This design comes from an exercise in tuning for small area on the open sky130 flow, not from production work.
The RTL was checked by simulation tests, not by an equivalence proof against the original design.
Power and IR drop assume default switching activity.

### design/flow/config.mk
export PLATFORM = sky130hd
export DESIGN_NAME = codec8b6t
export DESIGN_NICKNAME = codec8b6t
export VERILOG_FILES = /design/flow/design.v
export SDC_FILE = /design/flow/constraint.sdc
export NUM_CORES = 4
export LEC_CHECK = 0
export CAP_MARGIN = 20
export CORE_MARGIN = 2
export CORE_UTILIZATION = 35
export GPL_TIMING_DRIVEN = 0
export PLACE_DENSITY = 0.5
export SLEW_MARGIN = 20
### design/flow/constraint.sdc
create_clock -name core_clock -period 15.0 [get_ports {clk}]
set_input_delay 3.0000 -clock core_clock [delete_from_list [all_inputs] [get_ports {clk}]]
set_output_delay 3.0000 -clock core_clock [all_outputs]
set_load 0.01 [all_outputs]
### design/flow/design.v
module cb_lookup (
    input  wire [7:0]  b,
    output wire [11:0] g
);
    wire d0_0 = ~b[3] & ~b[7] & ~b[0];
    wire d0_1 = ~b[3] & ~b[7] & b[0];
    wire d0_2 = ~b[3] & b[7] & ~b[0];
    wire d0_3 = ~b[3] & b[7] & b[0];
    wire d0_4 = b[3] & ~b[7] & ~b[0];
    wire d0_5 = b[3] & ~b[7] & b[0];
    wire d0_6 = b[3] & b[7] & ~b[0];
    wire d0_7 = b[3] & b[7] & b[0];
    wire d1_0 = ~b[5] & ~b[6] & ~b[2];
    wire d1_1 = ~b[5] & ~b[6] & b[2];
    wire d1_2 = ~b[5] & b[6] & ~b[2];
    wire d1_3 = ~b[5] & b[6] & b[2];
    wire d1_4 = b[5] & ~b[6] & ~b[2];
    wire d1_5 = b[5] & ~b[6] & b[2];
    wire d1_6 = b[5] & b[6] & ~b[2];
    wire d1_7 = b[5] & b[6] & b[2];
    wire t114 = ~b[1];
    wire t113 = b[4];
    wire t112 = (~b[4] & ~t114) | (b[4] & t114);
    wire t111 = ~b[4] | (b[4] & ~t114);
    wire t110 = (~b[4] & t114) | b[4];
    wire t109 = (~b[4] & t114);
    wire t108 = ~b[4] | (b[4] & t114);
    wire t107 = (d1_2 & t111) | (d1_3 & t111) | (d1_4 & t112) | (d1_5 & ~t111) | (d1_6 & t111);
    wire t106 = (d1_0 & ~t108) | (d1_3 & ~t111) | (d1_4 & ~t111);
    wire t105 = (d1_2 & ~t110) | (d1_3 & ~t110) | (d1_4 & ~t113) | (d1_5 & ~t108);
    wire t104 = (d1_0 & ~t110) | (d1_1 & ~t114) | (d1_6 & ~t110) | (d1_7 & t112);
    wire t103 = (d1_1 & ~t110) | (d1_5 & ~t110) | (d1_7 & ~t110);
    wire t102 = (d1_2 & ~t110) | (d1_3 & ~t113) | (d1_4 & ~t113) | (d1_5 & ~t110) | (d1_7 & ~t110);
    wire t101 = (d1_1 & t109) | (d1_2 & ~t111) | (d1_3 & ~t111) | (d1_4 & ~t110) | (d1_5 & ~t110);
    wire t100 = (d1_2 & ~t108) | d1_4 | (d1_5 & ~t114) | (d1_6 & t112) | (d1_7 & t109);
    wire t99 = (d1_0 & ~t110) | (d1_1 & ~t112) | (d1_2 & t111) | d1_3 | (d1_4 & ~t109) | (d1_5 & t112) | d1_6 | d1_7;
    wire t98 = (d1_0 & ~t112) | (d1_1 & ~t113) | (d1_2 & t112) | (d1_3 & ~t109) | (d1_4 & t114) | (d1_5 & ~t108) | (d1_6 & t112) | (d1_7 & ~t112);
    wire t97 = (d1_0 & t109) | (d1_1 & ~t112) | (d1_2 & ~t109) | (d1_3 & t112) | (d1_4 & t108) | (d1_5 & ~t112) | (d1_7 & ~t114);
    wire t96 = (d1_0 & t108) | (d1_1 & ~t114) | (d1_2 & ~t112) | (d1_3 & t110) | (d1_4 & t111) | (d1_5 & t108) | (d1_6 & t112) | (d1_7 & ~t109);
    wire t95 = (d1_0 & t112) | (d1_1 & ~t114) | (d1_2 & t112) | (d1_3 & ~t109) | (d1_4 & t108) | (d1_5 & ~t113) | d1_6 | (d1_7 & t111);
    wire t94 = (d1_0 & t110) | (d1_1 & t110) | (d1_2 & ~t113) | (d1_3 & ~t113) | d1_4 | (d1_5 & ~t113) | (d1_6 & ~t113) | (d1_7 & ~t109);
    wire t93 = (d1_1 & ~t112) | (d1_2 & t110) | (d1_3 & t110) | (d1_4 & t111) | (d1_5 & t108) | (d1_6 & ~t112) | (d1_7 & ~t113);
    wire t92 = (d1_0 & t111) | (d1_1 & t110) | (d1_2 & ~t109) | (d1_3 & t108) | d1_4 | (d1_5 & t111) | (d1_6 & t108) | (d1_7 & t110);
    wire t91 = (d1_0 & ~t108) | (d1_2 & ~t111) | (d1_3 & t109) | (d1_4 & ~t108) | (d1_6 & ~t112);
    wire t90 = (d1_0 & ~t110) | (d1_1 & t114) | (d1_2 & ~t113) | (d1_3 & t110) | (d1_4 & t113) | (d1_5 & ~t108) | (d1_7 & ~t108);
    wire t89 = (d1_1 & t111) | (d1_4 & ~t110) | (d1_7 & ~t111);
    wire t88 = (d1_3 & ~t114) | (d1_4 & ~t110) | (d1_6 & t111);
    wire t87 = (d1_1 & ~t110) | (d1_3 & t109) | (d1_5 & t109) | (d1_6 & t113) | (d1_7 & ~t110);
    wire t86 = (d1_0 & t111) | (d1_4 & t110) | (d1_6 & t109) | (d1_7 & t109);
    wire t85 = (d1_0 & ~t114) | (d1_1 & ~t108) | (d1_2 & ~t114) | (d1_3 & ~t110) | (d1_4 & t114) | (d1_5 & ~t108) | (d1_7 & t109);
    wire t84 = (d1_0 & t109) | (d1_2 & ~t114) | (d1_3 & t109) | (d1_6 & ~t108);
    wire t83 = (d1_0 & ~t108) | (d1_1 & t113) | (d1_2 & t110) | (d1_3 & t111) | (d1_4 & t111) | (d1_5 & ~t109) | (d1_6 & ~t112) | (d1_7 & ~t113);
    wire t82 = (d1_0 & t111) | (d1_1 & t108) | (d1_2 & ~t113) | (d1_3 & t110) | (d1_4 & t113) | (d1_5 & ~t114) | (d1_6 & t111) | d1_7;
    wire t81 = (d1_0 & t112) | d1_1 | (d1_2 & ~t114) | (d1_4 & ~t109) | (d1_5 & ~t112) | (d1_6 & t110) | (d1_7 & t110);
    wire t80 = (d1_0 & ~t113) | (d1_1 & t111) | (d1_2 & t114) | (d1_3 & ~t109) | d1_4 | (d1_5 & t110) | d1_6 | (d1_7 & t108);
    wire t79 = (d1_0 & ~t109) | (d1_1 & t112) | (d1_3 & t108) | d1_5 | (d1_6 & t113) | (d1_7 & ~t114);
    wire t78 = (d1_0 & t111) | (d1_2 & ~t108) | (d1_3 & t111) | d1_4 | (d1_5 & ~t109) | (d1_6 & t111) | (d1_7 & t109);
    wire t77 = d1_0 | d1_1 | d1_2 | (d1_3 & ~t109) | d1_4 | (d1_5 & t113) | d1_6 | (d1_7 & t110);
    wire t76 = (d1_0 & t108) | (d1_1 & ~t112) | (d1_2 & ~t109) | (d1_3 & t108) | (d1_4 & t108) | (d1_5 & t108) | (d1_6 & ~t112) | (d1_7 & t113);
    wire t75 = (d1_2 & t109) | (d1_3 & ~t108) | (d1_6 & ~t114) | (d1_7 & ~t108);
    wire t74 = (d1_0 & t109) | (d1_1 & ~t108) | (d1_2 & t109) | (d1_4 & ~t113) | (d1_5 & ~t113) | (d1_6 & ~t110) | (d1_7 & ~t110);
    wire t73 = (d1_0 & t109) | (d1_2 & ~t111) | (d1_3 & ~t108) | (d1_4 & ~t108) | (d1_5 & t109) | (d1_6 & ~t108) | (d1_7 & t109);
    wire t72 = (d1_0 & ~t110) | (d1_3 & t114) | (d1_4 & t109);
    wire t71 = (d1_2 & ~t110) | (d1_4 & ~t111) | (d1_5 & t112) | (d1_6 & ~t114);
    wire t70 = (d1_0 & t113) | (d1_1 & ~t111) | (d1_2 & t113) | (d1_3 & ~t111) | (d1_4 & ~t110) | (d1_7 & ~t110);
    wire t69 = (d1_0 & t108) | (d1_2 & ~t111) | (d1_3 & ~t110) | (d1_6 & t109);
    wire t68 = (d1_1 & ~t114) | (d1_3 & t114) | (d1_5 & t109) | (d1_7 & t112);
    wire t67 = (d1_0 & t110) | (d1_1 & t108) | d1_2 | d1_3 | d1_4 | (d1_5 & t110) | (d1_6 & ~t109) | (d1_7 & ~t108);
    wire t66 = (d1_0 & ~t113) | (d1_1 & ~t108) | d1_2 | (d1_3 & t108) | d1_4 | d1_5 | (d1_6 & ~t113) | (d1_7 & ~t113);
    wire t65 = (d1_0 & t114) | (d1_1 & t114) | (d1_2 & t113) | (d1_3 & t111) | (d1_4 & t111) | (d1_5 & t109) | (d1_6 & ~t109) | (d1_7 & t111);
    wire t64 = (d1_0 & ~t109) | (d1_1 & t111) | (d1_2 & ~t109) | (d1_3 & t114) | (d1_4 & t110) | (d1_5 & ~t113) | (d1_6 & ~t109) | (d1_7 & ~t113);
    wire t63 = (d1_0 & ~t113) | (d1_1 & ~t113) | (d1_2 & ~t109) | (d1_3 & ~t110) | (d1_4 & t108) | (d1_5 & t112) | (d1_6 & ~t109) | (d1_7 & ~t109);
    wire t62 = d1_0 | (d1_1 & t113) | (d1_2 & t110) | (d1_3 & t112) | d1_4 | (d1_5 & ~t108) | (d1_6 & t111) | (d1_7 & t108);
    wire t61 = (d1_0 & t108) | (d1_1 & t113) | d1_2 | (d1_3 & ~t114) | (d1_4 & ~t113) | (d1_5 & ~t112) | (d1_6 & t111) | (d1_7 & t113);
    wire t60 = (d1_0 & ~t109) | d1_1 | (d1_2 & ~t113) | (d1_3 & t114) | (d1_4 & t112) | (d1_5 & ~t112) | (d1_6 & t110) | d1_7;
    wire t59 = (d1_1 & ~t111) | (d1_2 & ~t110) | (d1_3 & ~t111) | (d1_4 & ~t110) | (d1_5 & t109) | (d1_6 & ~t111);
    wire t58 = (d1_1 & ~t110) | (d1_3 & ~t110) | (d1_4 & t114) | (d1_5 & ~t111) | (d1_7 & t110);
    wire t57 = (d1_0 & t109) | (d1_1 & ~t111) | (d1_2 & ~t108) | (d1_7 & ~t113);
    wire t56 = (d1_1 & t114) | (d1_2 & t109) | (d1_4 & t114) | (d1_5 & ~t110) | (d1_6 & t109) | (d1_7 & t109);
    wire t55 = (d1_0 & t112) | (d1_2 & t113) | (d1_5 & ~t114) | (d1_6 & ~t110);
    wire t54 = (d1_0 & t109) | (d1_1 & ~t110) | (d1_3 & t111);
    wire t53 = (d1_1 & ~t109) | (d1_4 & ~t113) | (d1_5 & t113) | (d1_6 & t110) | (d1_7 & ~t110);
    wire t52 = (d1_3 & ~t111) | (d1_4 & ~t111);
    wire t51 = (d1_0 & t110) | (d1_1 & t112) | (d1_2 & ~t109) | (d1_3 & ~t109) | (d1_4 & ~t114) | d1_5 | d1_6 | d1_7;
    wire t50 = (d1_0 & ~t109) | (d1_1 & ~t114) | d1_2 | (d1_3 & ~t109) | (d1_4 & t110) | (d1_5 & ~t111) | (d1_6 & t111) | d1_7;
    wire t49 = (d1_0 & t114) | d1_1 | (d1_2 & ~t112) | d1_3 | (d1_4 & ~t114) | d1_5 | (d1_6 & t109) | (d1_7 & t108);
    wire t48 = (d1_0 & t111) | (d1_1 & t108) | (d1_2 & t114) | (d1_3 & ~t112) | d1_4 | (d1_5 & ~t113) | (d1_6 & t114) | (d1_7 & t110);
    wire t47 = (d1_0 & t112) | (d1_1 & ~t109) | (d1_2 & t113) | (d1_3 & t114) | d1_4 | d1_5 | (d1_6 & t111) | (d1_7 & t112);
    wire t46 = (d1_0 & ~t113) | (d1_1 & ~t113) | (d1_2 & ~t109) | d1_3 | (d1_4 & t108) | (d1_5 & t114) | (d1_6 & ~t110) | (d1_7 & ~t113);
    wire t45 = (d1_0 & t111) | d1_1 | (d1_2 & t112) | (d1_3 & t114) | d1_4 | d1_5 | (d1_6 & t110) | (d1_7 & t111);
    wire t44 = (d1_0 & t112) | (d1_1 & ~t109) | (d1_2 & ~t112) | (d1_3 & t113) | (d1_4 & t113) | (d1_5 & ~t112) | (d1_6 & t114) | (d1_7 & t112);
    wire t43 = (d1_0 & t114) | (d1_1 & ~t108) | (d1_2 & ~t108) | (d1_3 & ~t109) | (d1_4 & ~t114) | (d1_5 & ~t113);
    wire t42 = (d1_0 & ~t110) | (d1_3 & ~t108) | (d1_5 & ~t110) | (d1_7 & t109);
    wire t41 = (d1_3 & t109) | (d1_4 & t109) | (d1_5 & t109) | (d1_7 & t113);
    wire t40 = (d1_2 & ~t108) | (d1_3 & t109) | (d1_4 & t110) | (d1_5 & ~t108) | (d1_6 & ~t108) | (d1_7 & ~t111);
    wire t39 = (d1_0 & t112) | (d1_1 & ~t111) | (d1_2 & t114) | (d1_4 & ~t114) | (d1_6 & t110) | (d1_7 & t111);
    wire t38 = (d1_0 & ~t110) | (d1_1 & ~t108) | (d1_3 & ~t111) | (d1_4 & ~t111) | (d1_5 & ~t108) | (d1_6 & ~t113);
    wire t37 = (d1_0 & t109) | (d1_1 & ~t114) | (d1_3 & t109) | (d1_4 & ~t108) | (d1_6 & ~t110) | (d1_7 & ~t112);
    wire t36 = (d1_0 & ~t108) | (d1_4 & ~t110) | (d1_6 & t109);
    wire t35 = (d1_0 & t108) | (d1_1 & t110) | (d1_2 & ~t112) | d1_3 | (d1_4 & ~t109) | (d1_5 & t108) | d1_6 | (d1_7 & t114);
    wire t34 = (d1_0 & ~t114) | (d1_1 & t114) | (d1_2 & ~t113) | d1_3 | d1_4 | (d1_5 & t108) | (d1_6 & ~t114) | (d1_7 & t110);
    wire t33 = (d1_0 & t110) | (d1_1 & ~t108) | d1_2 | (d1_3 & t111) | (d1_4 & t110) | (d1_5 & t111) | (d1_6 & t109) | (d1_7 & t110);
    wire t32 = (d1_0 & ~t109) | (d1_1 & ~t109) | (d1_2 & ~t109) | (d1_3 & t109) | (d1_4 & t110) | (d1_5 & t113) | (d1_6 & t110) | (d1_7 & t112);
    wire t31 = (d1_0 & ~t109) | (d1_1 & t113) | (d1_2 & t114) | d1_3 | (d1_4 & ~t109) | (d1_5 & t108) | (d1_6 & t110) | d1_7;
    wire t30 = (d1_0 & t111) | (d1_1 & t110) | (d1_2 & t109) | (d1_3 & ~t111) | (d1_4 & t108) | (d1_5 & ~t114) | (d1_6 & t111) | (d1_7 & t109);
    wire t29 = (d1_0 & t114) | (d1_1 & ~t109) | (d1_2 & t109) | (d1_3 & ~t113) | d1_4 | (d1_5 & t114) | (d1_6 & ~t109) | (d1_7 & ~t112);
    wire t28 = d1_0 | (d1_1 & t112) | d1_2 | (d1_3 & t110) | d1_4 | (d1_5 & t109) | d1_6 | (d1_7 & ~t113);
    wire t27 = (d1_0 & ~t112) | (d1_1 & ~t113) | (d1_3 & ~t110) | (d1_7 & t109);
    wire t26 = (d1_0 & t109) | (d1_4 & ~t108) | (d1_6 & t109);
    wire t25 = (d1_0 & ~t108) | (d1_1 & t113) | (d1_4 & ~t108) | (d1_5 & t108) | (d1_6 & t109);
    wire t24 = (d1_0 & ~t113) | (d1_2 & ~t110) | (d1_5 & ~t113) | (d1_7 & ~t108);
    wire t23 = (d1_0 & t109) | (d1_1 & t113) | (d1_4 & t109) | (d1_6 & t109) | (d1_7 & ~t111);
    wire t22 = (d1_1 & ~t108) | (d1_4 & t109);
    wire t21 = (d1_1 & t114) | (d1_2 & ~t108) | (d1_4 & ~t112) | (d1_5 & t109) | (d1_6 & t112) | (d1_7 & ~t111);
    wire t20 = (d1_0 & t114) | (d1_1 & ~t113) | (d1_2 & t112) | (d1_4 & t110) | (d1_5 & t113) | (d1_6 & t114) | (d1_7 & t114);
    wire t19 = d1_0 | d1_1 | (d1_2 & ~t110) | (d1_3 & ~t114) | (d1_4 & ~t114) | (d1_5 & t111) | (d1_6 & t113) | (d1_7 & t109);
    wire t18 = (d1_0 & ~t112) | (d1_1 & ~t113) | (d1_2 & ~t109) | (d1_3 & ~t112) | d1_4 | (d1_5 & ~t114) | (d1_6 & t109) | (d1_7 & t114);
    wire t17 = (d1_0 & ~t114) | (d1_1 & t110) | (d1_2 & t111) | (d1_3 & t113) | (d1_4 & ~t112) | (d1_5 & t108) | (d1_6 & t114) | (d1_7 & t110);
    wire t16 = (d1_0 & t108) | (d1_1 & ~t113) | (d1_2 & t112) | d1_3 | (d1_4 & t110) | (d1_5 & t108) | (d1_6 & t111) | (d1_7 & ~t109);
    wire t15 = (d1_0 & ~t112) | d1_1 | d1_2 | (d1_4 & t111) | (d1_5 & t112) | d1_6 | (d1_7 & t108);
    wire t14 = (d1_0 & ~t113) | d1_1 | (d1_2 & ~t109) | (d1_3 & t110) | (d1_4 & t109) | (d1_5 & ~t111) | (d1_6 & ~t111) | (d1_7 & ~t109);
    wire t13 = (d1_0 & ~t109) | d1_1 | (d1_2 & t111) | (d1_3 & t112) | d1_4 | (d1_5 & ~t112) | (d1_6 & t112) | (d1_7 & t113);
    wire t12 = d1_0 | (d1_1 & t108) | d1_2 | (d1_3 & t109) | d1_4 | (d1_5 & t110) | (d1_6 & t108) | (d1_7 & t110);
    wire t11 = (d0_0 & t100) | (d0_1 & t101) | (d0_2 & t102) | (d0_3 & t103) | (d0_4 & t104) | (d0_5 & t105) | (d0_6 & t106) | (d0_7 & t107);
    wire t10 = (d0_0 & t92) | (d0_1 & t93) | (d0_2 & t94) | (d0_3 & t95) | (d0_4 & t96) | (d0_5 & t97) | (d0_6 & t98) | (d0_7 & t99);
    wire t9 = (d0_0 & t84) | (d0_1 & t85) | (d0_2 & t86) | (d0_3 & t87) | (d0_4 & t88) | (d0_5 & t89) | (d0_6 & t90) | (d0_7 & t91);
    wire t8 = (d0_0 & t76) | (d0_1 & t77) | (d0_2 & t78) | (d0_3 & t79) | (d0_4 & t80) | (d0_5 & t81) | (d0_6 & t82) | (d0_7 & t83);
    wire t7 = (d0_0 & t68) | (d0_1 & t69) | (d0_2 & t70) | (d0_3 & t71) | (d0_4 & t72) | (d0_5 & t73) | (d0_6 & t74) | (d0_7 & t75);
    wire t6 = (d0_0 & t60) | (d0_1 & t61) | (d0_2 & t62) | (d0_3 & t63) | (d0_4 & t64) | (d0_5 & t65) | (d0_6 & t66) | (d0_7 & t67);
    wire t5 = (d0_0 & t52) | (d0_1 & t53) | (d0_2 & t54) | (d0_3 & t55) | (d0_4 & t56) | (d0_5 & t57) | (d0_6 & t58) | (d0_7 & t59);
    wire t4 = (d0_0 & t44) | (d0_1 & t45) | (d0_2 & t46) | (d0_3 & t47) | (d0_4 & t48) | (d0_5 & t49) | (d0_6 & t50) | (d0_7 & t51);
    wire t3 = (d0_0 & t36) | (d0_1 & t37) | (d0_2 & t38) | (d0_3 & t39) | (d0_4 & t40) | (d0_5 & t41) | (d0_6 & t42) | (d0_7 & t43);
    wire t2 = (d0_0 & t28) | (d0_1 & t29) | (d0_2 & t30) | (d0_3 & t31) | (d0_4 & t32) | (d0_5 & t33) | (d0_6 & t34) | (d0_7 & t35);
    wire t1 = (d0_0 & t20) | (d0_1 & t21) | (d0_2 & t22) | (d0_3 & t23) | (d0_4 & t24) | (d0_5 & t25) | (d0_6 & t26) | (d0_7 & t27);
    wire t0 = (d0_0 & t12) | (d0_1 & t13) | (d0_2 & t14) | (d0_3 & t15) | (d0_4 & t16) | (d0_5 & t17) | (d0_6 & t18) | (d0_7 & t19);
    assign g[0] = t0;
    assign g[1] = t1;
    assign g[2] = t2;
    assign g[3] = t3;
    assign g[4] = t4;
    assign g[5] = t5;
    assign g[6] = t6;
    assign g[7] = t7;
    assign g[8] = t8;
    assign g[9] = t9;
    assign g[10] = t10;
    assign g[11] = t11;
endmodule
module cb_rlookup (
    input  wire [11:0] g,
    output wire        hit,
    output wire [7:0]  b
);
    wire z0 = ~g[0];
    wire p0 = g[0] & ~g[1];
    wire m0 = g[1];
    wire z1 = ~g[2];
    wire p1 = g[2] & ~g[3];
    wire m1 = g[3];
    wire z2 = ~g[4];
    wire p2 = g[4] & ~g[5];
    wire m2 = g[5];
    wire z3 = ~g[6];
    wire p3 = g[6] & ~g[7];
    wire m3 = g[7];
    wire z4 = ~g[8];
    wire p4 = g[8] & ~g[9];
    wire m4 = g[9];
    wire z5 = ~g[10];
    wire p5 = g[10] & ~g[11];
    wire m5 = g[11];
    wire e0_0 = z5 & z2;
    wire e0_1 = z5 & p2;
    wire e0_2 = z5 & m2;
    wire e0_3 = p5 & z2;
    wire e0_4 = p5 & p2;
    wire e0_5 = p5 & m2;
    wire e0_6 = m5 & z2;
    wire e0_7 = m5 & p2;
    wire e0_8 = m5 & m2;
    wire e2_0 = z1 & z4;
    wire e2_1 = z1 & p4;
    wire e2_2 = z1 & m4;
    wire e2_3 = p1 & z4;
    wire e2_4 = p1 & p4;
    wire e2_5 = p1 & m4;
    wire e2_6 = m1 & z4;
    wire e2_7 = m1 & p4;
    wire e2_8 = m1 & m4;
    wire t176 = p0;
    wire t175 = m0;
    wire t174 = p0 | m0;
    wire t173 = e2_1 | e2_4 | e2_5;
    wire t172 = e2_3 | (e2_4 & ~t175) | e2_5;
    wire t171 = e2_0 | e2_1 | e2_7;
    wire t170 = (e2_0 & t174) | (e2_1 & ~t176) | (e2_4 & t174) | e2_5 | e2_6 | e2_7;
    wire t169 = e2_1 | e2_3 | (e2_4 & ~t175) | e2_6 | e2_7;
    wire t168 = e2_4 | (e2_5 & ~t174) | e2_6 | e2_7;
    wire t167 = e2_0 | e2_3 | (e2_4 & ~t175) | (e2_5 & t174) | e2_6;
    wire t166 = e2_0 | e2_1 | (e2_3 & ~t174) | (e2_4 & t174) | e2_5 | e2_7;
    wire t165 = (e2_0 & ~t174) | (e2_4 & ~t176) | e2_5;
    wire t164 = e2_1 | e2_3 | (e2_4 & t174) | (e2_5 & ~t174);
    wire t163 = e2_0 | (e2_1 & t174) | e2_3 | (e2_4 & ~t175) | e2_5;
    wire t162 = e2_0 | (e2_1 & t174) | (e2_3 & t175) | (e2_4 & ~t176) | (e2_5 & ~t174) | (e2_7 & ~t174);
    wire t161 = e2_0 | e2_3 | (e2_5 & ~t175) | e2_6 | e2_7;
    wire t160 = e2_0 | (e2_4 & ~t175) | e2_6;
    wire t159 = e2_0 | (e2_3 & ~t174) | e2_4 | e2_7;
    wire t158 = (e2_0 & ~t174) | (e2_3 & t174) | (e2_4 & ~t175) | (e2_5 & ~t175) | e2_7;
    wire t157 = (e2_0 & t174) | (e2_1 & ~t176) | (e2_3 & ~t175) | e2_7;
    wire t156 = (e2_3 & ~t175) | (e2_4 & ~t174) | e2_6 | e2_7;
    wire t155 = (e2_0 & ~t174) | e2_1 | e2_3 | e2_4 | e2_6 | (e2_7 & t174);
    wire t154 = e2_0 | (e2_1 & t174) | (e2_3 & ~t174) | e2_4 | (e2_7 & ~t176) | e2_8;
    wire t153 = (e2_0 & t176) | (e2_1 & ~t174) | (e2_3 & t176) | (e2_4 & ~t175) | (e2_5 & ~t174) | e2_6 | e2_8;
    wire t152 = (e2_0 & ~t174) | e2_1 | (e2_4 & ~t174) | (e2_5 & ~t174) | (e2_7 & ~t176) | e2_8;
    wire t151 = e2_0 | (e2_1 & t175) | (e2_3 & t175) | (e2_4 & t176) | e2_5 | e2_7;
    wire t150 = (e2_1 & ~t175) | e2_2 | e2_3 | (e2_4 & ~t176) | e2_5 | e2_7;
    wire t149 = (e2_0 & t176) | (e2_1 & t175) | (e2_3 & ~t175) | (e2_5 & t176) | e2_6 | (e2_7 & ~t175);
    wire t148 = (e2_0 & ~t174) | (e2_3 & t174) | e2_4 | (e2_5 & ~t176) | e2_6 | (e2_7 & ~t176) | e2_8;
    wire t147 = (e2_0 & t175) | (e2_1 & t176) | (e2_2 & ~t174) | e2_3 | (e2_4 & t174) | e2_6;
    wire t146 = (e2_0 & ~t175) | (e2_1 & ~t176) | (e2_3 & ~t176) | (e2_4 & t175) | (e2_5 & ~t174) | e2_6 | (e2_7 & ~t176) | e2_8;
    wire t145 = (e2_0 & t174) | e2_1 | (e2_3 & ~t175) | e2_5 | e2_6;
    wire t144 = (e2_1 & ~t174) | (e2_3 & ~t174) | (e2_4 & t174) | (e2_7 & t174);
    wire t143 = e2_0 | (e2_1 & t174) | (e2_3 & t176) | e2_4 | e2_6;
    wire t142 = (e2_0 & ~t174) | e2_1 | e2_2 | e2_3 | (e2_4 & ~t176) | (e2_5 & t174) | (e2_7 & t174);
    wire t141 = e2_2 | (e2_3 & t176) | e2_4 | e2_7;
    wire t140 = e2_0 | (e2_1 & ~t174) | e2_2 | (e2_3 & ~t175) | (e2_4 & ~t174) | e2_6 | (e2_7 & t174);
    wire t139 = e2_0 | (e2_1 & ~t174) | (e2_3 & ~t174) | e2_5 | e2_6 | (e2_7 & ~t174) | e2_8;
    wire t138 = (e2_0 & ~t175) | (e2_3 & ~t174) | (e2_4 & ~t174) | (e2_5 & t174) | (e2_7 & ~t176);
    wire t137 = (e2_0 & t175) | e2_1 | (e2_3 & ~t176) | (e2_4 & ~t174) | e2_6 | e2_7 | e2_8;
    wire t136 = (e2_0 & t176) | (e2_1 & t175) | e2_2 | (e2_4 & ~t174) | (e2_5 & t174) | (e2_7 & t176) | (e2_8 & t174);
    wire t135 = (e2_4 & t174) | e2_5 | e2_6 | (e2_7 & ~t175) | (e2_8 & t174);
    wire t134 = (e2_0 & t175) | (e2_2 & t174) | (e2_3 & t175) | (e2_5 & t175) | e2_6 | (e2_8 & t174);
    wire t133 = (e2_0 & ~t175) | e2_1 | (e2_4 & ~t175) | (e2_5 & ~t174) | e2_6 | (e2_7 & t175);
    wire t132 = (e2_0 & t176) | (e2_3 & ~t175) | (e2_4 & ~t176) | (e2_5 & ~t174) | (e2_7 & t176) | e2_8;
    wire t131 = (e2_0 & t175) | (e2_1 & ~t175) | (e2_3 & t175) | e2_4 | (e2_5 & t174) | e2_6 | (e2_7 & ~t175) | e2_8;
    wire t130 = e2_0 | (e2_1 & t174) | (e2_2 & t174) | (e2_3 & ~t174) | (e2_4 & ~t174) | (e2_5 & t174) | e2_6 | e2_7 | e2_8;
    wire t129 = (e2_0 & ~t176) | (e2_2 & ~t174) | (e2_3 & t174) | (e2_4 & ~t176) | (e2_5 & t175) | e2_8;
    wire t128 = (e2_0 & t174) | (e2_1 & t174) | (e2_2 & ~t174) | (e2_3 & ~t176) | (e2_5 & ~t174) | e2_7 | e2_8;
    wire t127 = (e2_1 & ~t174) | e2_2 | (e2_3 & ~t176) | (e2_4 & ~t174) | e2_6 | (e2_7 & ~t175);
    wire t126 = (e2_0 & t174) | e2_2 | (e2_3 & t174) | (e2_4 & t174) | e2_5 | e2_6 | (e2_7 & t175) | e2_8;
    wire t125 = e2_0 | e2_1 | (e2_2 & t174) | (e2_3 & ~t174) | (e2_4 & ~t175) | (e2_5 & ~t174) | (e2_7 & t174) | e2_8;
    wire t124 = (e2_0 & t175) | e2_2 | (e2_3 & ~t174) | (e2_4 & t174) | (e2_5 & t176) | e2_7 | e2_8;
    wire t123 = (e2_0 & ~t174) | e2_1 | e2_2 | (e2_3 & ~t175) | (e2_4 & ~t176) | (e2_5 & t176) | (e2_7 & ~t176) | e2_8;
    wire t122 = e2_2 | (e2_3 & ~t176) | (e2_4 & ~t175) | (e2_5 & ~t174) | e2_6 | (e2_7 & t174);
    wire t121 = e2_1 | e2_2 | e2_3;
    wire t120 = e2_0 | (e2_1 & t174) | (e2_3 & t175) | (e2_4 & ~t175) | e2_5 | (e2_7 & t174);
    wire t119 = (e2_0 & ~t174) | (e2_1 & ~t175) | (e2_4 & ~t174) | (e2_5 & ~t174) | (e2_7 & ~t174) | e2_8;
    wire t118 = (e2_0 & t174) | (e2_1 & t174) | e2_2 | (e2_3 & t175) | (e2_4 & t176) | (e2_5 & ~t174) | e2_6 | (e2_7 & ~t174);
    wire t117 = e2_0 | (e2_1 & t174) | (e2_3 & ~t175) | e2_5;
    wire t116 = e2_0 | (e2_1 & ~t175) | e2_2 | e2_3 | (e2_4 & t174) | (e2_5 & ~t174) | e2_6 | (e2_7 & ~t174);
    wire t115 = (e2_0 & t174) | (e2_1 & ~t174) | e2_2 | e2_4 | (e2_5 & t174) | (e2_7 & ~t175);
    wire t114 = (e2_1 & t174) | (e2_4 & ~t176) | (e2_5 & ~t174) | (e2_7 & ~t174) | e2_8;
    wire t113 = (e2_0 & ~t174) | (e2_1 & ~t175) | (e2_3 & t174) | (e2_5 & t174) | (e2_7 & t176) | e2_8;
    wire t112 = e2_0 | e2_1 | e2_2 | (e2_3 & ~t175) | e2_6 | (e2_7 & t174);
    wire t111 = e2_0 | (e2_3 & t174) | (e2_4 & ~t174) | (e2_5 & t175) | (e2_7 & t174);
    wire t110 = e2_0 | (e2_1 & t175) | e2_2 | e2_3 | (e2_4 & t174) | (e2_6 & ~t174) | (e2_7 & t174);
    wire t109 = (e2_0 & ~t176) | (e2_1 & ~t175) | (e2_3 & ~t174) | (e2_6 & ~t174) | (e2_7 & t174) | e2_8;
    wire t108 = (e2_0 & ~t174) | (e2_1 & t174) | e2_2 | e2_3 | e2_4 | e2_5 | e2_6 | (e2_7 & t174) | e2_8;
    wire t107 = (e2_0 & t174) | (e2_2 & ~t175) | (e2_3 & ~t176) | (e2_4 & ~t174) | (e2_6 & t175) | (e2_7 & ~t174) | e2_8;
    wire t106 = (e2_0 & t174) | (e2_1 & t176) | (e2_2 & ~t175) | (e2_4 & t175) | (e2_5 & ~t174) | e2_7 | e2_8;
    wire t105 = (e2_0 & t174) | (e2_1 & ~t175) | e2_2 | (e2_3 & t176) | (e2_5 & ~t175) | e2_6 | e2_7 | (e2_8 & t174);
    wire t104 = (e2_2 & t176) | (e2_3 & t174) | (e2_6 & ~t174) | (e2_7 & t174);
    wire t103 = (e2_1 & ~t175) | e2_2 | (e2_4 & ~t174) | e2_5 | e2_6 | e2_7;
    wire t102 = (e2_1 & ~t174) | (e2_2 & t175) | (e2_3 & t175) | e2_4 | e2_7 | (e2_8 & t174);
    wire t101 = (e2_0 & ~t174) | (e2_1 & ~t174) | e2_3 | (e2_4 & ~t176) | (e2_5 & ~t174) | (e2_6 & t174) | (e2_7 & ~t175) | (e2_8 & t174);
    wire t100 = (e2_0 & t174) | (e2_1 & ~t174) | (e2_2 & t174) | (e2_3 & ~t174) | e2_4 | e2_6 | e2_8;
    wire t99 = (e2_0 & ~t176) | (e2_1 & ~t174) | (e2_2 & ~t174) | (e2_3 & ~t174) | (e2_4 & t174) | (e2_5 & ~t174) | (e2_6 & t174) | e2_7 | (e2_8 & ~t174);
    wire t98 = (e2_0 & t174) | (e2_1 & t176) | (e2_2 & t174) | (e2_3 & ~t176) | (e2_4 & ~t175) | (e2_5 & t174) | (e2_6 & t176) | (e2_7 & ~t176) | (e2_8 & t174);
    wire t97 = (e2_0 & t174) | e2_1 | e2_2 | (e2_3 & ~t174) | (e2_4 & t174) | (e2_5 & t175) | (e2_6 & t176) | (e2_7 & t176) | (e2_8 & t174);
    wire t96 = (e2_0 & t175) | (e2_1 & ~t175) | e2_2 | (e2_3 & t175) | (e2_4 & t176) | (e2_5 & t174) | e2_7 | (e2_8 & t174);
    wire t95 = (e2_0 & t176) | (e2_1 & ~t174) | (e2_3 & ~t176) | (e2_4 & ~t176) | e2_5 | e2_6 | e2_7 | (e2_8 & ~t174);
    wire t94 = e2_0 | (e2_1 & ~t175) | (e2_2 & t174) | e2_3 | e2_4 | e2_5 | (e2_6 & ~t174) | (e2_7 & ~t175) | e2_8;
    wire t93 = e2_0 | (e2_1 & t174) | (e2_2 & ~t176) | (e2_3 & t175) | e2_5 | (e2_6 & t174) | e2_8;
    wire t92 = (e2_0 & ~t175) | (e2_1 & t175) | (e2_2 & ~t175) | (e2_3 & t174) | (e2_4 & t176) | (e2_5 & ~t174) | (e2_6 & ~t174) | e2_7;
    wire t91 = (e2_0 & ~t174) | (e2_1 & t174) | (e2_3 & t175) | e2_5 | (e2_7 & t174);
    wire t90 = (e2_0 & t176) | (e2_1 & t176) | (e2_2 & ~t176) | (e2_3 & ~t176) | e2_4 | (e2_5 & t174) | (e2_6 & t176) | (e2_7 & t174);
    wire t89 = (e2_0 & t174) | (e2_1 & t174) | (e2_2 & ~t176) | (e2_3 & ~t174) | (e2_4 & ~t175) | (e2_5 & t174) | e2_6 | (e2_7 & ~t174) | (e2_8 & ~t174);
    wire t88 = (e2_0 & t175) | (e2_1 & ~t175) | (e2_3 & t175) | (e2_5 & ~t175) | (e2_6 & ~t174) | e2_7;
    wire t87 = (e2_0 & ~t176) | (e2_1 & t176) | e2_2 | (e2_3 & t175) | (e2_4 & ~t174) | e2_6 | e2_7;
    wire t86 = e2_0 | (e2_1 & ~t175) | (e2_2 & t175) | (e2_3 & ~t174) | (e2_4 & ~t175) | (e2_5 & t175) | (e2_6 & ~t174) | e2_7 | e2_8;
    wire t85 = e2_0 | e2_1 | (e2_2 & t176) | (e2_3 & t175) | (e2_4 & ~t174) | (e2_5 & ~t175) | (e2_6 & t175) | e2_7;
    wire t84 = e2_0 | (e2_1 & t176) | (e2_2 & t174) | (e2_3 & ~t174) | (e2_5 & t174) | e2_7 | e2_8;
    wire t83 = (e2_0 & t175) | e2_2 | (e2_3 & ~t176) | (e2_4 & ~t175) | (e2_5 & ~t176) | (e2_7 & ~t176) | e2_8;
    wire t82 = (e2_0 & ~t176) | (e2_3 & ~t175) | (e2_4 & ~t175) | (e2_5 & t174) | e2_6 | (e2_7 & ~t175) | e2_8;
    wire t81 = e2_0 | e2_1 | (e2_3 & t175) | (e2_4 & ~t174) | (e2_5 & ~t175) | (e2_7 & ~t176) | e2_8;
    wire t80 = (e2_0 & ~t175) | (e2_1 & ~t174) | (e2_3 & ~t175) | e2_4 | (e2_5 & t174) | (e2_6 & t174) | (e2_7 & t176);
    wire t79 = (e2_0 & ~t176) | (e2_1 & t176) | e2_2 | e2_3 | (e2_4 & ~t176) | (e2_5 & ~t175) | (e2_6 & t174) | (e2_7 & t175) | e2_8;
    wire t78 = (e2_0 & ~t174) | (e2_1 & ~t176) | (e2_3 & ~t174) | (e2_4 & ~t175) | (e2_6 & t174) | (e2_7 & t175) | e2_8;
    wire t77 = (e2_0 & t176) | e2_1 | e2_2 | e2_3 | (e2_4 & ~t175) | (e2_5 & t175) | e2_6 | (e2_7 & ~t175) | e2_8;
    wire t76 = (e2_0 & t174) | (e2_1 & t174) | e2_2 | e2_3 | e2_4 | (e2_5 & ~t176) | e2_6 | (e2_7 & t176) | e2_8;
    wire t75 = e2_0 | (e2_1 & ~t176) | (e2_2 & ~t175) | e2_3 | (e2_4 & ~t176) | (e2_5 & ~t176) | (e2_6 & ~t176) | (e2_7 & t174) | e2_8;
    wire t74 = (e2_0 & t174) | (e2_1 & t175) | (e2_2 & t176) | (e2_3 & t174) | (e2_4 & ~t175) | (e2_5 & t176) | (e2_6 & t176) | e2_7 | (e2_8 & ~t175);
    wire t73 = (z3 & t87) | (p3 & ~t74) | m3;
    wire t72 = (z3 & t92) | (p3 & ~t156) | m3;
    wire t71 = (p3 & t138);
    wire t70 = (z3 & ~t75) | (p3 & t139) | m3;
    wire t69 = (z3 & ~t74) | (p3 & t170) | m3;
    wire t68 = (z3 & t133) | (p3 & t167);
    wire t67 = (z3 & ~t128) | (p3 & t127) | m3;
    wire t66 = (z3 & t172) | (p3 & t169) | m3;
    wire t65 = (z3 & t171) | (p3 & ~t155);
    wire t64 = (z3 & ~t78) | (p3 & t149) | (m3 & t126);
    wire t63 = (z3 & ~t89) | (p3 & t155) | (m3 & t81);
    wire t62 = (z3 & t165) | (p3 & t111) | (m3 & ~t83);
    wire t61 = (z3 & t83) | (p3 & t153) | (m3 & ~t112);
    wire t60 = (z3 & t164) | (p3 & t110) | (m3 & ~t133);
    wire t59 = (z3 & t163) | (p3 & t109) | (m3 & t114);
    wire t58 = (z3 & t91) | (p3 & t154) | (m3 & t93);
    wire t57 = (z3 & t82) | (p3 & t148) | (m3 & t139);
    wire t56 = (z3 & t153) | (p3 & t115) | (m3 & ~t173);
    wire t55 = (z3 & t140) | (p3 & t108) | (m3 & ~t76);
    wire t54 = (z3 & t157) | (p3 & t152) | (m3 & t75);
    wire t53 = (z3 & t151) | (p3 & t114) | (m3 & t133);
    wire t52 = (z3 & t150) | (p3 & t113) | (m3 & t112);
    wire t51 = (z3 & ~t90) | (p3 & t149) | (m3 & t84);
    wire t50 = (z3 & t96) | (p3 & t148) | (m3 & ~t83);
    wire t49 = (z3 & t147) | (p3 & t112) | (m3 & t173);
    wire t48 = (z3 & ~t142) | (p3 & ~t147) | (m3 & t130);
    wire t47 = (z3 & t105) | (p3 & t146) | (m3 & ~t114);
    wire t46 = (z3 & t101) | (p3 & t129) | (m3 & t89);
    wire t45 = (z3 & t131) | (p3 & t162) | (m3 & t88);
    wire t44 = (z3 & t168) | (p3 & ~t134) | (m3 & t124);
    wire t43 = (z3 & ~t126) | (p3 & t125) | (m3 & t92);
    wire t42 = (z3 & t167) | (p3 & t124) | (m3 & t90);
    wire t41 = (z3 & t152) | (p3 & t123) | (m3 & ~t143);
    wire t40 = (z3 & ~t84) | (p3 & t122) | (m3 & t95);
    wire t39 = (z3 & t166) | (p3 & t97) | (m3 & ~t79);
    wire t38 = (z3 & t161) | (p3 & t107) | (m3 & t92);
    wire t37 = (z3 & t146) | (p3 & t86) | (m3 & t90);
    wire t36 = (z3 & t160) | (p3 & t106);
    wire t35 = (z3 & t159) | (p3 & t105) | (m3 & ~t136);
    wire t34 = (z3 & t158) | (p3 & t104) | (m3 & t137);
    wire t33 = (z3 & ~t129) | (p3 & t85) | (m3 & ~t146);
    wire t32 = (z3 & t157) | (p3 & t103) | (m3 & ~t123);
    wire t31 = (z3 & t156) | (p3 & t102) | (m3 & t100);
    wire t30 = (z3 & t101) | (p3 & t139) | (m3 & ~t170);
    wire t29 = (z3 & t100) | (p3 & t138) | (m3 & ~t144);
    wire t28 = (z3 & t99) | (p3 & t137) | (m3 & t154);
    wire t27 = (z3 & t98) | (p3 & t132) | (m3 & ~t168);
    wire t26 = (z3 & t97) | (p3 & t136) | (m3 & t87);
    wire t25 = (z3 & t94) | (p3 & t121) | (m3 & ~t107);
    wire t24 = (z3 & t96) | (p3 & t135) | (m3 & t119);
    wire t23 = (z3 & t95) | (p3 & t134) | (m3 & t84);
    wire t22 = (z3 & t133) | (p3 & t93) | (m3 & t133);
    wire t21 = (z3 & t132) | (p3 & t92) | (m3 & t145);
    wire t20 = (z3 & t131) | (p3 & t91) | (m3 & t144);
    wire t19 = (z3 & t130) | (p3 & t90) | (m3 & t143);
    wire t18 = (z3 & t129) | (p3 & t89) | (m3 & ~t98);
    wire t17 = (z3 & t128) | (p3 & t88) | (m3 & ~t106);
    wire t16 = (z3 & t127) | (p3 & t84) | (m3 & t142);
    wire t15 = (z3 & t126) | (p3 & t87) | (m3 & t141);
    wire t14 = (z3 & t120) | (p3 & t83) | (m3 & t95);
    wire t13 = (z3 & t119) | (p3 & t82) | (m3 & t140);
    wire t12 = (z3 & t118) | (p3 & t81) | (m3 & ~t162);
    wire t11 = (z3 & t80) | (p3 & t77) | (m3 & t117);
    wire t10 = (z3 & t79) | (p3 & t76) | (m3 & t116);
    wire t9 = (z3 & t75) | (p3 & t74) | (m3 & t78);
    wire t8 = (e0_0 & t56) | (e0_1 & t22) | (e0_2 & t68) | (e0_3 & t38) | (e0_4 & t30) | (e0_5 & t64) | (e0_6 & t73) | (e0_7 & t48) | (e0_8 & t33);
    wire t7 = (e0_0 & t55) | (e0_1 & t21) | (e0_2 & ~t55) | (e0_3 & t37) | (e0_4 & t29) | (e0_5 & t63) | (e0_6 & t72) | (e0_7 & t47) | (e0_8 & ~t42);
    wire t6 = (e0_0 & t54) | (e0_1 & t20) | (e0_2 & t67) | (e0_3 & t36) | (e0_4 & t28) | (e0_5 & t62) | (e0_6 & ~t53) | (e0_7 & t46) | (e0_8 & t42);
    wire t5 = (e0_0 & t53) | (e0_1 & t19) | (e0_2 & t60) | (e0_3 & t35) | (e0_4 & t27) | (e0_5 & t61) | (e0_6 & t71) | (e0_7 & t45) | (e0_8 & ~t43);
    wire t4 = (e0_0 & t52) | (e0_1 & t18) | (e0_2 & t66) | (e0_3 & t34) | (e0_4 & t26) | (e0_5 & t60) | (e0_6 & ~t52) | (e0_7 & t44) | (e0_8 & t16);
    wire t3 = (e0_0 & t51) | (e0_1 & t17) | (e0_2 & ~t62) | (e0_3 & t33) | (e0_4 & t25) | (e0_5 & t59) | (e0_6 & ~t49) | (e0_7 & t43) | (e0_8 & t25);
    wire t2 = (e0_0 & t50) | (e0_1 & t16) | (e0_2 & t65) | (e0_3 & t32) | (e0_4 & t24) | (e0_5 & t58) | (e0_6 & t56) | (e0_7 & t42) | (e0_8 & t37);
    wire t1 = (e0_0 & t49) | (e0_1 & t15) | (e0_2 & ~t59) | (e0_3 & t31) | (e0_4 & t23) | (e0_5 & t57) | (e0_6 & t70) | (e0_7 & t41) | (e0_8 & ~t41);
    wire t0 = (e0_0 & t12) | (e0_1 & t10) | (e0_2 & t39) | (e0_3 & t11) | (e0_4 & t9) | (e0_5 & t13) | (e0_6 & t40) | (e0_7 & t14) | (e0_8 & t69);
    assign b[0] = t1;
    assign b[1] = t2;
    assign b[2] = t3;
    assign b[3] = t4;
    assign b[4] = t5;
    assign b[5] = t6;
    assign b[6] = t7;
    assign b[7] = t8;
    assign hit = t0;
endmodule
module balance_step (
    input  wire [11:0] g,
    output wire        pos,
    output wire        neg
);
  wire new_n15, new_n16, new_n17, new_n18, new_n19, new_n20, new_n21, new_n22, new_n23, new_n24, new_n25, new_n26, new_n27, new_n28, new_n29, new_n30, new_n31, new_n32, new_n33, new_n34, new_n35, new_n36, new_n37, new_n38, new_n39, new_n40, new_n41, new_n42, new_n43, new_n44, new_n45, new_n46, new_n47, new_n48, new_n49, new_n50, new_n51, new_n52, new_n53, new_n54, new_n56, new_n57, new_n58, new_n59, new_n60;
  assign new_n15 = g[6] & ~g[7];
  assign new_n16 = ~g[2] & ~g[4];
  assign new_n17 = g[2] & g[4];
  assign new_n18 = ~new_n16 & ~new_n17;
  assign new_n19 = ~g[0] & ~new_n18;
  assign new_n20 = g[0] & new_n18;
  assign new_n21 = ~new_n19 & ~new_n20;
  assign new_n22 = ~g[6] & new_n21;
  assign new_n23 = ~new_n15 & ~new_n22;
  assign new_n24 = g[6] & ~new_n21;
  assign new_n25 = ~new_n22 & ~new_n24;
  assign new_n26 = ~g[8] & new_n25;
  assign new_n27 = g[8] & ~g[9];
  assign new_n28 = ~new_n26 & ~new_n27;
  assign new_n29 = ~new_n23 & ~new_n28;
  assign new_n30 = g[2] & g[3];
  assign new_n31 = g[4] & g[5];
  assign new_n32 = ~new_n16 & ~new_n31;
  assign new_n33 = ~new_n30 & new_n32;
  assign new_n34 = new_n30 & new_n31;
  assign new_n35 = g[0] & ~g[1];
  assign new_n36 = ~new_n19 & ~new_n35;
  assign new_n37 = ~new_n34 & ~new_n36;
  assign new_n38 = ~new_n33 & ~new_n37;
  assign new_n39 = ~new_n29 & new_n38;
  assign new_n40 = new_n23 & new_n28;
  assign new_n41 = new_n34 & new_n36;
  assign new_n42 = ~new_n40 & ~new_n41;
  assign new_n43 = new_n33 & ~new_n36;
  assign new_n44 = ~new_n42 & ~new_n43;
  assign new_n45 = ~new_n39 & ~new_n44;
  assign new_n46 = ~new_n40 & new_n43;
  assign new_n47 = new_n29 & ~new_n38;
  assign new_n48 = g[10] & ~g[11];
  assign new_n49 = g[8] & ~new_n25;
  assign new_n50 = ~new_n26 & ~new_n49;
  assign new_n51 = ~g[10] & new_n50;
  assign new_n52 = ~new_n48 & ~new_n51;
  assign new_n53 = ~new_n47 & new_n52;
  assign new_n54 = ~new_n46 & new_n53;
  assign pos = new_n45 & ~new_n54;
  assign new_n56 = ~new_n45 & ~new_n48;
  assign new_n57 = new_n39 & ~new_n42;
  assign new_n58 = g[10] & ~new_n50;
  assign new_n59 = ~new_n57 & ~new_n58;
  assign new_n60 = ~new_n56 & new_n59;
  assign neg = ~pos & ~new_n60;
endmodule
module codec8b6t (
    input  wire        clk,
    input  wire        rst,         
    input  wire        in_valid,
    input  wire [2:0]  in_op,
    input  wire        in_first,    
    input  wire [7:0]  in_byte,
    input  wire [11:0] in_group,
    input  wire        in_dc,
    input  wire [1:0]  in_stream,
    output wire        out_valid,
    output wire [11:0] out_group,
    output wire [7:0]  out_byte,
    output wire        out_hit,
    output wire [1:0]  out_weight,
    output wire        out_dc,
    output wire [1:0]  out_stream,
    output wire [2:0]  out_bal
);
    wire op_enc = (in_op == 3'b000);
    wire op_dec = (in_op == 3'b001);
    wire op_inv = (in_op == 3'b110);
    wire op_bal = (in_op == 3'b111);
    wire frame  = ~in_op[2] & ~in_op[1];         
    reg  [2:0] dc;
    reg  [1:0] last;
    reg        valid_q;
    reg  [11:0] res_g;      
    reg         res_f;      
    wire [2:0] dc_cur = in_first ? 3'b000 : dc;
    wire [1:0] enc_s  = (in_first | last[1]) ? 2'd0 : {last[0], ~last[0]};
    wire [1:0] frame_s = in_op[0] ? in_stream : enc_s;
    wire       dc_s   = frame_s[1] ? dc_cur[2] : frame_s[0] ? dc_cur[1] : dc_cur[0];
    wire [11:0] cw;
    cb_lookup u_lookup (.b(in_byte), .g(cw));
    wire [11:0] g = (~in_op[2] & ~in_op[0]) ? cw : in_group;
    wire pos, neg;
    balance_step u_weight (.g(g), .pos(pos), .neg(neg));
    wire dcb    = op_bal ? in_dc : dc_s;
    wire inv_bal = neg | (pos & dcb);
    wire inv_sel = op_inv | ((frame | op_bal) & inv_bal);
    wire dc_out = ~neg & (pos ? ~dcb : dcb);
    reg [11:0] g_out;
    integer k;
    always @*
        for (k = 0; k < 6; k = k + 1) begin
            g_out[2*k]   = g[2*k];
            g_out[2*k+1] = g[2*k+1] ^ (inv_sel & g[2*k]);
        end
    wire       rl_hit;
    wire [7:0] rl_byte;
    cb_rlookup u_rlookup (.g(g_out), .hit(rl_hit), .b(rl_byte));
    wire miss = in_op[0] & ~in_op[1] & ~in_op[2] ? (pos & dc_s) : neg;
    wire hit  = rl_hit & ~miss;
    wire sel_byte = in_op[0] & ~in_op[2];         
    wire sel_w    = in_op[2] & ~in_op[1];         
    wire [11:0] res_g_n = {g_out[11:10],
                           sel_w ? {neg, pos | neg} : g_out[9:8],
                           sel_byte ? rl_byte : g_out[7:0]};
    wire res_f_n = (in_op[2] & in_op[1]) ? dc_out : hit;
    assign out_valid  = valid_q;
    assign out_group  = res_g;
    assign out_byte   = res_g[7:0];
    assign out_weight = res_g[9:8];
    assign out_hit    = res_f;
    assign out_dc     = res_f;
    assign out_stream = last;
    assign out_bal    = dc;
    always @(posedge clk) begin
        res_g <= res_g_n;
        res_f <= res_f_n;
        if (rst) begin
            valid_q <= 1'b0;
            dc      <= 3'b000;
            last    <= 2'd2;
        end else begin
            valid_q <= in_valid;
            if (in_valid & frame) begin
                dc[0] <= (frame_s == 2'd0) ? dc_out : dc_cur[0];
                dc[1] <= (frame_s == 2'd1) ? dc_out : dc_cur[1];
                dc[2] <= frame_s[1]        ? dc_out : dc_cur[2];
                if (op_enc)
                    last <= enc_s;
                else if (in_first)
                    last <= 2'd2;
            end
        end
    end
endmodule
### design/flow/flow/run.sh
#!/bin/bash
# Own layout flow: the standard synthesis with an area-only ABC mapping
# script (flow/synth.tcl, flow/area.abc), then the standard layout steps.
set -euo pipefail
W=$(pwd)
R=$W/orfs/results/$FLOW_PLATFORM/codec8b6t/base
export FLOW_FLOW_DIR=$W/flow
make -C "$FLOW_HOME" DESIGN_CONFIG=$W/config.mk WORK_HOME=$W/orfs CLKGATE_MAP_FILE= \
  SYNTH_SCRIPT=$W/flow/synth.tcl $R/1_2_yosys.v > synth.log 2>&1
bash standard.sh > layout.log 2>&1
### design/flow/flow/area.abc
strash; &get -n; &dc2; &dch -f; &nf -R 1000; &put; topo
### design/flow/flow/synth.tcl
# The standard synthesis (synth_recipe.tcl), with one change: the final
# technology mapping runs flow/area.abc, an area-only ABC script, in place of
# ORFS's speed script. Registers, their cells and names are unchanged.
proc synth {args} { yosys synth -nofsm -noshare {*}$args }
proc abc {args} {
  set i [lsearch -exact $args -script]
  if {$i >= 0} { lset args [expr {$i + 1}] $::env(FLOW_FLOW_DIR)/area.abc }
  set j [lsearch -exact $args -D]
  if {$j >= 0} { set args [lreplace $args $j [expr {$j + 1}]] }
  yosys abc {*}$args
}
# no full/half-adder extraction: ABC maps that logic with the rest
proc extract_fa {args} {}
source $::env(SCRIPTS_DIR)/synth.tcl
# left out here: clear keep_hierarchy, flatten, clean up, hide names made inside functions, write 1_2_yosys.v
### design/flow/standard.sh
#!/bin/bash
# synth_recipe.tcl (not shown) runs the flow's synth.tcl, then flattens the netlist and writes it again
# the make line also repeats each setting of config.mk as NAME=value (left out here)
make -C /OpenROAD-flow-scripts/flow DESIGN_CONFIG=/design/flow/config.mk WORK_HOME=/design/flow/orfs CLKGATE_MAP_FILE= SYNTH_SCRIPT=/design/flow/synth_recipe.tcl "${@:-finish}"
==> impl_metrics.json, run 1 <==
{
  "drv_cap": 0,
  "endpoint_kind": "flop",
  "synth_ff_type": "dfxtp_1",
  "synth_area_leaders": "nor2_1, nand2_1, a21oi_1",
  "syn_nets": 1134,
  "rsz0062_at_grt": "false",
  "vias_per_cell": 8.07,
  "yosysTopAreaCell": "nor2_1",
  "placed_area_um2": 7270,
  "grt_pass1_vias": 10400,
  "track_usage_pct": 48.8,
  "place.detailed.hpwl_um": 32100,
  "wl_um": 45600,
  "clkLatencyLatePin_ns": 0.26,
  "syn_area_um2": 6180,
  "power_frac_clock_pct": 6.5,
  "dp_cells": 1397,
  "cts_buffer_depth": 2,
  "cts_inserted_buffers": 3,
  "synth_cells": 1104,
  "p_leak_nw": 2.71,
  "cts-root-buf": "clkbuf_16",
  "ctsHoldBuffers": 0,
  "status": "no timing/DRC/antenna violations",
  "p_sw_share_pct": 62.9,
  "final_cells": 1403,
  "finalHoldViolations": 0,
  "postLayoutCoreUtil_pct": 42.8,
  "synth_edf_count": 0,
  "crit_required_ns": 15.11,
  "holdWs_ns": 0.478,
  "initial_utilization_pct": 35.7,
  "dr.pass1.iters": 14,
  "htree_levels": 1,
  "synth_top_area_share_pct": 13.4,
  "start_kind": "input port",
  "area_growth_pct": 19.8,
  "path_class": "input port to flop",
  "final_common_cell": "nor2_1",
  "power.internal_w": 0.000318,
  "dieArea_um2": 18700,
  "path_common_cell": "nor2_1",
  "yosys_warnings": 1,
  "drt_iter0_drc": 3292,
  "seq_power_share_pct": 7.6,
  "detail_route.wl_per_cell_um": 32.5,
  "finalNetCount": 1209,
  "final_cell_mix": "nor2_1, nand2_1, a21oi_1",
  "period_needed_ns": 14.50,
  "antenna_found_initial": 0,
  "grt_pass1_wl_um": 68100,
  "gp_routability_congestion": 1.15,
  "synth-seq-cells": 19,
  "drv_slew": 0,
  "cts_num_sinks": 19,
  "powerDensity_nw_per_um2": 116,
  "tightest_slew_ns": 1.24,
  "clk_pin_slew_ns": 0.06,
  "gr-total-overflow": 0,
  "slowest_delay_ns": 0.95,
  "setup_viol": 0,
  "design_area_um2": 7410,
  "finalCritPeriodShare_pct": 96.7,
  "cpMaxStageDelayCell": "a2111oi_1",
  "avgSynthCellArea_um2": 5.60,
  "finalClockSkew_ns": 0.00605,
  "port_buffers": 59,
  "num_rows": 48,
  "netlist-cell-type-count": 55,
  "slew_headroom_pct": 16.9,
  "final_antenna_net_count": 0,
  "num_vias": 11300,
  "fmax_mhz": 69.0,
  "combPwrFrac_pct": 85.9,
  "die-height_um": 137,
  "vdd_drop_max_uv": 52.7,
  "netSwitchingPower_w": 0.000539,
  "cts_tree": "yes",
  "drive_above_1_share_pct": 3.90,
  "cts-resized-gates": 0,
  "post_cts_buffers": 0,
  "diodes": 0,
  "crit_arrival_ns": 14.61,
  "cp_max_fo": 20,
  "drc": 0,
  "fin_setup_tns_ns": 0,
  "die_x_um": 137,
  "ios": 60,
  "hp-class": "flop to flop",
  "grt_start_max_net_pins": 40,
  "coreArea_um2": 17300,
  "synth-async-reset-ratio_pct": 0,
  "yosysSeqAreaShare_pct": 6.15
}
==> synthesized netlist by cell type, types with 5 or more instances <==
cell type / count
a2111oi_0: 11
a211oi_1: 12
a21oi_1: 122
a221oi_1: 9
a22oi_1: 13
a31oi_1: 49
a41oi_1: 7
and2_0: 10
and3_1: 5
buf_4: 11
clkinv_1: 12
dfxtp_1: 19
nand2_1: 182
nand2b_1: 15
nand3_1: 46
nand4_1: 28
nor2_1: 221
nor2b_1: 15
nor3_1: 46
nor4_1: 49
o2111ai_1: 9
o21ai_0: 61
o221ai_1: 13
o22ai_1: 28
o31ai_1: 10
o32ai_1: 6
o41ai_1: 17
or2_0: 7
or3_1: 5
or4_1: 10
xnor2_1: 6
==> sequential cells by signal, indices dropped and copies added, names as in the netlist <==
register  cells
dc            3
last          2
res_f         1
res_g        12
valid_q       1
==> logic make-up (layout without fill, tap and decap cells) <==
kind of cell | count (synthesis) | count (layout) | share of synthesized area (%)
compound gates | 387 | 387 | 39.9
mux | 4 | 4 | 0.668
simple gates | 661 | 661 | 49.8
buf+inv | 23 | 97 | 2.06
xor+xnor | 10 | 10 | 1.42
flops | 19 | 19 | 6.15
==> worst max-delay path, delay by kind of cell <==
kind            cells  cell delay (ns)
compound gates     12             3.69
xor+xnor            4             1.35
buf+inv             2             1.10
mux                 1             0.18
simple gates       15             5.27
==> cell type report <==
type,instances,area [um^2]
fillers,1904,9890
flip-flops and latches,19,380
well taps,225,282
clock buffers,3,75.1
plain buffers,11,82.6
clock inverters,1,5.00
repair buffers,70,744
inverters,12,45.0
multi-input cells,1062,5790
==> per-stage QoR <==
step	worst slack, ns	total power (W)
final	0.500	0.000857
after global placement	-5.10	0.000723
after global routing	0.240	0.000882
after floorplan	2.36	0.000450
after detailed placement	1.19	0.000717
after CTS	1.37	0.000776
==> final timing paths <==
check | slack, ns | to | startpoint | depth (start not counted)
worst min-delay path | 0.48 | dc[0] | dc[0] | 2
worst max register to register | 7.99 | res_g[6] | last[1] | 28
worst max-delay path | 0.50 | res_g[6] | in_byte[6] | 34
worst min register to register | 0.48 | dc[0] | dc[0] | 2
==> per-layer routing <==
metal  vias up  GRT usage, %  share of wire, %
li1       4487             -                 -
met1      4832          51.6                30
met2      1430          69.2                39
met3       569          25.5                16
met4         0          44.8                14
met5         -          3.89                 0
==> power groups by stage <==
| stage | Combinational [W] | Clock [W] | Sequential (W) |
|---|---|---|---|
| global route | 0.000755 | 0.0000596 | 0.0000667 |
| CTS | 0.000653 | 0.0000574 | 0.0000658 |
| detailed placement | 0.000650 | 0 | 0.0000669 |
| floorplan | 0.000378 | 0 | 0.0000717 |
| global placement | 0.000656 | 0 | 0.0000665 |
| finish | 0.000736 | 0.0000557 | 0.0000655 |
==> run 2, diff against run 1 <==
--- a/design/flow/design.v
+++ b/design/flow/design.v
@@ -479,7 +479,10 @@
         end
     wire       rl_hit;
     wire [7:0] rl_byte;
-    cb_rlookup u_rlookup (.g(g_out), .hit(rl_hit), .b(rl_byte));
+    wire [11:0] g_rl = {g_out[11], in_group[10], g_out[9], in_group[8],
+                        g_out[7], in_group[6], g_out[5], in_group[4],
+                        g_out[3], in_group[2], g_out[1], in_group[0]};
+    cb_rlookup u_rlookup (.g(g_rl), .hit(rl_hit), .b(rl_byte));
     wire miss = in_op[0] & ~in_op[1] & ~in_op[2] ? (pos & dc_s) : neg;
     wire hit  = rl_hit & ~miss;
     wire sel_byte = in_op[0] & ~in_op[2];         
==> design/flow/flow/run.sh (replaced) <==
#!/bin/bash
# Own layout flow: the standard synthesis with an area-only ABC mapping
# script (flow/synth.tcl, flow/area.abc), then the standard layout steps,
# with port buffers of the smallest buffer cell.
set -euo pipefail
W=$(pwd)
R=$W/orfs/results/$FLOW_PLATFORM/codec8b6t/base
export FLOW_FLOW_DIR=$W/flow
make -C "$FLOW_HOME" DESIGN_CONFIG=$W/config.mk WORK_HOME=$W/orfs CLKGATE_MAP_FILE= \
  SYNTH_SCRIPT=$W/flow/synth.tcl $R/1_2_yosys.v > synth.log 2>&1
# every input and output port still gets a buffer, the smallest one
export BUFFER_PORTS_ARGS="-buffer_cell sky130_fd_sc_hd__buf_1"
bash standard.sh > layout.log 2>&1
--- a/design/flow/config.mk
+++ b/design/flow/config.mk
@@ -7,7 +7,8 @@
 export LEC_CHECK = 0
 export CAP_MARGIN = 20
 export CORE_MARGIN = 2
-export CORE_UTILIZATION = 35
+export CORE_UTILIZATION = 30
+export CTS_BUF_LIST = sky130_fd_sc_hd__clkbuf_4 sky130_fd_sc_hd__clkbuf_8
 export GPL_TIMING_DRIVEN = 0
-export PLACE_DENSITY = 0.5
+export PLACE_DENSITY = 0.42
 export SLEW_MARGIN = 20
==> run 2 against run 1 <==
- still clean on timing, DRC and antenna
- via count decreased by 2.1%
- final area decreased by 5.0%
- clock skew increased by 0.0027 ns
- global-route usage decreased by 10 points
- combinational power decreased by 12%
- sequential power decreased by 0.6%
==> impl_metrics.json, run 2 <==
{
  "ios": 60,
  "finalClockSkew_ns": 0.00876,
  "avgSynthCellArea_um2": 5.66,
  "fin_ws_ns": 0.996,
  "synth-async-reset-ratio_pct": 0,
  "synthXorXnorAreaFrac_pct": 1.57,
  "reg2reg_depth": 27,
  "finalHoldViolations": 0,
  "endpoint_kind": "flop",
  "yosysTopAreaCell": "nor2_1",
  "dp_cells": 1426,
  "synth_area_leaders": "nor2_1, nand2_1, a21oi_1",
  "place_ws_ns": 1.62,
  "slew_headroom_pct": 16.4,
  "syn_nets": 1116,
  "dr.pass1.iters": 15,
  "drive_above_1_share_pct": 4.57,
  "cts-resized-gates": 0,
  "fmax_mhz": 71.4,
  "path_common_cell": "o21ai_0",
  "rsz0062_at_grt": "false",
  "cp_max_fo": 18,
  "die_x_um": 147,
  "synth_top_family_by_area": "simple AND/OR/NAND/NOR gates",
  "cts_num_sinks": 19,
  "final_antenna_net_count": 0,
  "p_leak_nw": 2.41,
  "drc": 0,
  "finalCritPeriodShare_pct": 93.4,
  "cts_buffer_depth": 2,
  "drv_cap": 0,
  "final_cells": 1431,
  "fillers": 2318,
  "grt_start_max_net_pins": 40,
  "final_common_cell": "nor2_1",
  "regMostFlops": "res_g",
  "cts_inserted_buffers": 3,
  "synthSimpleGateAreaFrac_pct": 49.6,
  "yosysSeqAreaShare_pct": 6.19,
  "final_cell_mix": "nor2_1, nand2_1, a21oi_1",
  "detail_route.wl_per_cell_um": 30.8,
  "r2r_end": "res_g[4]",
  "crit_end": "res_g[4]",
  "yosys_warnings": 1,
  "path_class": "input port to flop",
  "fin_setup_tns_ns": 0,
  "synth_top_area_share_pct": 13.1,
  "synth_edf_count": 0,
  "gp_routability_congestion": 1.13,
  "initial_utilization_pct": 30.5,
  "die-height_um": 147,
  "slowest_delay_ns": 1.00,
  "cts_tree": "yes",
  "setup_viol": 0,
  "rrSetupSlack_ns": 7.78,
  "wl_um": 44000,
  "gr-total-overflow": 0,
  "synth_adder_area_share_pct": 0,
  "muxShareOfSynthArea_pct": 0.835,
  "r2r-start": "last[1]",
  "num_vias": 11100,
  "clkLatencyLatePin_ns": 0.25,
  "area_growth_pct": 14.5,
  "synth_cells": 1086,
  "cpLargestDelayFamily": "simple AND/OR/NAND/NOR gates",
  "htree_levels": 1,
  "grt_pass1_vias": 10100,
  "hp-class": "flop to flop",
  "grt_pass1_wl_um": 64400,
  "coreArea_um2": 20200,
  "tightest_slew_ns": 1.25,
  "synth_compound_area_share_pct": 39.8,
  "antenna_found_initial": 1,
  "drv_slew": 0,
  "place.detailed.hpwl_um": 32500,
  "post_cts_buffers": 0,
  "period_needed_ns": 14.00,
  "cpMaxStageDelayCell": "nor2_1",
  "syn_area_um2": 6140,
  "vdd_drop_max_uv": 27.5,
  "powerDensity_nw_per_um2": 106,
  "port_buffers": 59,
  "track_usage_pct": 38.5,
  "crit_arrival_ns": 14.09,
  "clk_pin_slew_ns": 0.07,
  "start_kind": "input port",
  "crit_buf_inv": 3,
  "largest_register_ffs": 12,
  "synth-seq-cells": 19,
  "status": "no timing/DRC/antenna violations",
  "finalNetCount": 1191,
  "largestRegisters": "res_g x12, dc x3, last x2",
  "drt_iter0_drc": 2515,
  "path_depth": 35,
  "ctsHoldBuffers": 0,
  "num_rows": 52,
  "cts-root-buf": "clkbuf_8",
  "synth_ff_type": "dfxtp_1",
  "vias_per_cell": 7.74,
  "crit_required_ns": 15.08,
  "dieArea_um2": 21600,
  "yosysMostFrequentCell": "nor2_1",
  "worstSetupStartpoint": "in_byte[5]",
  "synthTopCellsByCount": "nor2_1, nand2_1, a21oi_1, o21ai_0, nor3_1",
  "netlist-cell-type-count": 58
}
run 2: area by class of cell:
cell class / instances / area (um^2) / area share [%]
multi-input combinational: 1044 / 5750 / 81.7
timing repair buffer: 70 / 389 / 5.53
sequential: 19 / 380 / 5.41
tap: 270 / 338 / 4.80
buffer: 11 / 82.6 / 1.17
clock buffer: 4 / 48.8 / 0.693
inverter: 12 / 45.0 / 0.640
antenna: 1 / 2.50 / 0.0356
run 2: cells by family after synthesis:
kind of cell              Yosys count
and+or+nand+nor                   651
buffers and inverters              23
AOI/OAI and AO/OA                 377
xor gates and xnor gates           11
DFF                                19
muxes                               5
run 2: worst reg2reg max path: stages, from the launching register on:
cell	delay, ns
dfxtp_1	0.36
clkinv_1	0.09
nand3_1	0.09
nor2_1	0.05
a21oi_1	0.35
nand2b_1	0.15
a21oi_1	0.14
a311o_1	0.15
a21oi_1	0.05
a31oi_1	0.19
nand2_1	0.09
nand2_1	0.08
o21ai_0	0.07
o21ai_0	0.32
nor2b_1	0.25
xnor2_2	0.77
nor2_2	0.27
buf_6	0.25
nand2_1	0.27
o21ai_0	0.41
nor4_1	0.69
clkinv_1	0.30
a221oi_1	0.51
nor3_1	0.09
a221oi_1	0.28
o21ai_0	0.16
nor4_1	0.45
a32oi_1	0.18
run 2: power by group:
| group | internal, W | switching, W |
|---|---|---|
| registers | 0.0000606 | 0.00000456 |
| logic | 0.000181 | 0.000463 |
| clock network | 0.0000206 | 0.0000157 |
run 2: worst min path at each step:
stage	to	depth (start not counted)	slack [ns]	from
after floorplan	dc[0]	2	0.48	dc[0]
after global placement	dc[0]	2	0.47	dc[0]
after detailed placement	dc[0]	2	0.48	dc[0]
after CTS	dc[0]	2	0.49	dc[0]
after global routing	dc[0]	2	0.53	dc[0]
final	dc[0]	2	0.49	dc[0]
run 2: layer usage:
layer | wire length, um | track usage (%) | vias up
li1 | - | - | 4437
met1 | 16300 | 49.4 | 4941
met2 | 15700 | 50.9 | 1276
met3 | 8280 | 21.4 | 411
met4 | 3420 | 18.0 | 12
met5 | 296 | 7.05 | -
run 2: through the flow:
step	hold WS, ns	total power, W	instance area [um^2]	util (%)
2_1_floorplan	0.482	0.000419	6140	-
3_3_place_gp	0.468	0.000659	6700	33.2
3_5_place_dp	0.477	0.000652	6980	34.6
4_1_cts	0.487	0.000691	7030	34.8
5_1_grt	0.526	0.000761	7040	34.9
6_report	0.487	0.000746	7040	34.9

-- re-timing with driven ports --
In the flow no input, the clock included, has a driving cell. The finished layouts below were timed again as built, in two steps. Step 1 sets driving cells, clkbuf_16 on the clock port and buf_2 on the other inputs (assumed; they add their load-dependent delay and slew). Step 2 also shifts input and output timing later by t, the mid clock arrival at the registers, as if the neighbouring blocks saw the same clock. a / b / c = no drivers / after step 1 / after step 2; a / b = the first two.
run | shift t [ns] | slack for setup (ns)
run 1 | 0.286 | 0.500 / 0.503 / 0.217
run 2 | 0.268 | 0.996 / 0.988 / 0.721
After both steps every run listed still meets setup and hold.
